This design comes from an exercise in tuning for small area, a short achievable clock period and few clock cycles on the open sky130 flow, not from production work. Only simulation tests tie the RTL to the original design; equivalence was not proved. No activity file was given, so power comes from the tool's default toggle rates.

==> flow/design.v (excerpt) <==
module axfc_rx (
    input  wire       clk,
    input  wire       rst,
    input  wire       op_valid,
    output wire       op_ready,
    input  wire [3:0] op_code,
    input  wire [8:0] op_arg,
    output reg        rsp_valid,
    output reg  [3:0] rsp_status,
    output reg  [8:0] rsp_len,
    output reg  [7:0] rsp_addr,
    output reg  [7:0] rsp_plen,
    output reg  [7:0] rsp_cmd,
    output reg  [7:0] rsp_ck,
    output reg  [7:0] rsp_expected,
    output reg        rsp_ck_ok,
    output reg  [7:0] rsp_data,
    input  wire       t_open,
    input  wire       rx_valid,
    input  wire [7:0] rx_data,
    output wire       rx_ready
);
Size in the first run: ~91 I/O pins, about 0.096 mm2 of cells after synthesis.
clock: 12.0 ns
lec_check: 0
cap_margin: 20
core_margin: 2
core_utilization: 45
cts_buf_list: sky130_fd_sc_hd__clkbuf_16
cts_cluster_diameter: 60
cts_cluster_size: 30
slew_margin: 20
synth_memory_max_bits: 8192
standard.sh (not shown) runs the stock make flow with config.mk's settings and CLKGATE_MAP_FILE= SYNTH_SCRIPT=/design/flow/synth_recipe.tcl, a recipe that flattens the netlist after the stock synthesis.
==> flow/flow/run.sh <==
#!/bin/bash
# The standard layout (the standard.sh: ORFS synthesis through finish,
# unchanged), with one difference: the buffers that ORFS puts on every input
# and output port are sky130_fd_sc_hd__buf_4 instead of the delay cell
# buffer_ports picks by default. Each ORFS step keeps its own log under
# orfs/logs/; the make output as a whole goes to standard.log.
set -euo pipefail
export BUFFER_PORTS_ARGS="-buffer_cell sky130_fd_sc_hd__buf_4"
bash standard.sh > standard.log 2>&1
Testbench counts at the start, summed over its fixed seeds: cycles 193,586.
Rerun with:
--- a/flow/design.v
+++ b/flow/design.v
@@ -39,22 +39,20 @@
                      ST_BADDROP    = 4'd10,
                      ST_BADOP      = 4'd11;
     reg [8*CAP-1:0] mem;
     reg [8:0] head;
     reg [8:0] count;
     reg [8:0] wp;         
     reg       strict;
     reg       idle;       
     reg       fill_st;    
     reg       pk1_st;     
-    reg [8:0] psum;       
-    reg       rs2;        
     reg       pk2_st;     
     reg       pk3_st;     
     reg       dw_st;      
     reg       ex_drop;    
     reg       ex_flush;   
     reg [8:0] arg_q;
     reg       prom_q;     
     reg [8:0] rem;        
     reg       rxr;
     reg [31:0]    ra_aq;
@@ -139,83 +137,81 @@
                             e_sync  ? ST_INCOMPLETE : ST_DESYNC;
     wire [8:0] dec_len = v_full ? v_len : count;
     wire       ex      = ex_drop || ex_flush;
     wire       e_go    = rb_v && !e_fin && !ex;
     wire [7:0] pb      = rb_src ? rxq : (rq[7:0] | rq[15:8] | rq[23:16] | rq[31:24]);
     wire       b55     = (pb == SYNC);
     wire       fin_frm = e_go && e_hdr && e_atck;
     wire       fin_des = e_go && e_st && !e_sync && b55;
     wire       fin     = fin_frm || fin_des;
     wire [7:0] sum_nx  = e_sum + pb;
-    wire       can_issue = !pk2_st && !ex && !rs2 && (!rb_v || e_go);
+    wire       can_issue = !pk2_st && !ex && (!rb_v || e_go);
     wire       iss_mem   = can_issue && (diff != 9'd0);
     wire       iss_fwd   = can_issue && (diff == 9'd0) && pull;
     wire       iss       = iss_mem || iss_fwd;
     reg  [9:0] hneg;
     wire [9:0] sm1      = {1'b0, head} + {1'b0, arg_q};
     wire [9:0] sm2      = hneg + {1'b0, arg_q};
     wire       wrap     = !sm2[9];
     wire [8:0] sum_head = wrap ? sm2[8:0] : sm1[8:0];
-    wire [9:0] pk1      = {1'b0, head} + {1'b0, op_arg};
-    wire [9:0] pk2      = hneg + {1'b0, op_arg};
-    wire [8:0] peek_sum = pk2[9] ? pk1[8:0] : pk2[8:0];
+    wire [31:0]    sum_a  = wrap ? ohqa(sm2[8:0]) : ohqa(sm1[8:0]);
+    wire [NBC-1:0] sum_bc = wrap ? oh33(sm2[8:3]) : oh33(sm1[8:3]);
     wire       promote   = ex_drop && prom_q;
     wire       restart   = (ex_drop && arg_q != 9'd0 && !promote) || ex_flush;
     wire [8:0] rs_addr   = ex_flush ? wp : sum_head;
     wire [8:0] ia_inc = inc260(ia);
     wire [8:0] ia_nx = restart ? rs_addr : iss ? ia_inc : ia;
-    wire [8:0] ra_nx   = pk1_st ? psum : iss_mem ? ia_inc : ia;
+    wire       use_sum = pk1_st || (ex_drop && restart);
+    wire [8:0] ra_oth  = ex_flush ? wp : iss_mem ? ia_inc : ia;
     genvar gi;
     generate
         for (gi = 0; gi < CAP; gi = gi + 1) begin : g_mem
             always @(posedge clk) begin
                 if (rxr && wp == gi)
                     mem[8*gi +: 8] <= rx_data;
             end
         end
     endgenerate
     always @(posedge clk) begin
         if (rst) begin
             idle      <= 1'b1;
             fill_st   <= 1'b0;
             pk1_st    <= 1'b0;
-            rs2       <= 1'b0;
             pk2_st    <= 1'b0;
             pk3_st    <= 1'b0;
             dw_st     <= 1'b0;
             ex_drop   <= 1'b0;
             ex_flush  <= 1'b0;
             rxr       <= 1'b0;
             rsp_valid <= 1'b0;
             head      <= 9'd0;
-            hneg      <= 10'd0 - {1'b0, CAP};
             count     <= 9'd0;
             wp        <= 9'd0;
             strict    <= 1'b1;
             ra_aq     <= 32'd1;
             ra_bc     <= {{(NBC-1){1'b0}}, 1'b1};
             ia        <= 9'd0;
             diff      <= 9'd0;
             rb_v      <= 1'b0;
             e_st      <= 1'b0;
             e_hdr     <= 1'b0;
             e_fin     <= 1'b0;
             v_full    <= 1'b0;
         end else begin
             rsp_valid <= 1'b0;
             ex_drop   <= 1'b0;
             ex_flush  <= 1'b0;
             ia    <= ia_nx;
-            ra_aq <= ohqa(ra_nx);
-            ra_bc <= oh33(ra_nx[8:3]);
-            rs2   <= restart;
+            ra_aq <= use_sum ? sum_a  : ohqa(ra_oth);
+            ra_bc <= use_sum ? sum_bc : oh33(ra_oth[8:3]);
             pkq   <= rdq;
+            hneg  <= {1'b0, head} - {1'b0, CAP};
             if (restart) begin
                 diff <= ex_flush ? 9'd0 : count - arg_q;
                 rb_v <= 1'b0;
             end else begin
                 if (pull != iss)
                     diff <= pull ? inc9(diff) : dec9(diff);
                 if (iss_mem) begin
                     rq     <= rdq;
                     rb_src <= 1'b0;
                     rb_v   <= 1'b1;
@@ -294,26 +290,24 @@
                         end else begin
                             e_left <= dec9(e_left);
                             e_atck <= (e_left == 9'd1);
                         end
                         if (e_pos[2]) e_cmd  <= pb;
                     end
                 end
             end
             if (ex_drop) begin
                 head  <= sum_head;
-                hneg  <= wrap ? sm2 - {1'b0, CAP} : sm2;
                 count <= count - arg_q;
             end
             if (ex_flush) begin
                 head  <= wp;
-                hneg  <= {1'b0, wp} - {1'b0, CAP};
                 count <= 9'd0;
             end
             if (pull) begin
                 count <= inc9(count);
                 wp    <= inc260(wp);
             end
             if (ex) idle <= 1'b1;
             if (accept) begin
                 case (op_code)
                 OP_STAT: begin
@@ -363,21 +357,21 @@
                     ex_flush   <= 1'b1;
                     idle       <= 1'b0;
                 end
                 OP_CFGWR: begin
                     rsp_valid  <= 1'b1;
                     rsp_status <= ST_OK;
                     strict     <= op_arg[0];
                 end
                 OP_PEEK: begin
                     rsp_status <= (op_arg >= count) ? ST_BADDROP : ST_OK;
-                    psum       <= peek_sum;
+                    arg_q      <= op_arg;
                     pk1_st     <= 1'b1;
                     idle       <= 1'b0;
                 end
                 default: begin
                     rsp_valid  <= 1'b1;
                     rsp_status <= ST_BADOP;
                 end
                 endcase
             end
             if (fill_st) begin
Setup slack got worse by 400 ps.
Count of clock-buffer cells in the layout goes up by 1.
Utilization stays flat.
Power goes up by a few percent.
Fmax goes down by a little under a tenth.
Worst hold slack got worse by 7.0 ps.
Die area is about the same.
Routed wire length goes up slightly.
Design area stays flat.
Register-to-register slack got worse by 420 ps.
Flip-flop and latch count goes down by 10.
Global-route usage goes up by 0.59 points.
Via count barely changes.
Sequential power goes up slightly.
Testbench counts after the change, summed over its fixed seeds: cycles 193,586.

[port drivers added, routing unchanged]
The results above use ideal ports. As a check the final layouts listed here were re-extracted and re-timed, cells and wires unchanged.
Step 1 (the two cells are an assumption about what drives the block):
set clk [get_ports {clk}]
set_driving_cell -lib_cell sky130_fd_sc_hd__clkbuf_16 $clk
set_driving_cell -lib_cell sky130_fd_sc_hd__buf_2 [delete_from_list [all_inputs] $clk]
Step 2 adds t to the input delays and takes it off the output delays; t is the mean of the earliest and latest rising clock arrival at the registers after step 1. Input paths then give back, and output paths get back, about the clock's delay inside the block.
Three values: no drivers, after step 1, after step 2; two values: the first two.
| run | shift t [ns] | slack for setup (ns) | worst data-port slew with drivers (ns) | pins driven straight from the clock port |
|---|---|---|---|---|
| the first run | 0.950 | 7.752 / 7.769 / 6.874 | 0.14 | 1 |
| the second run | 0.933 | 7.349 / 7.423 / 6.489 | 0.12 | 1 |
After both steps every run listed still meets setup and hold. For the first run, which loses most, drivers alone change the setup slack by +0.017 ns; drivers and shift together by -0.878 ns.
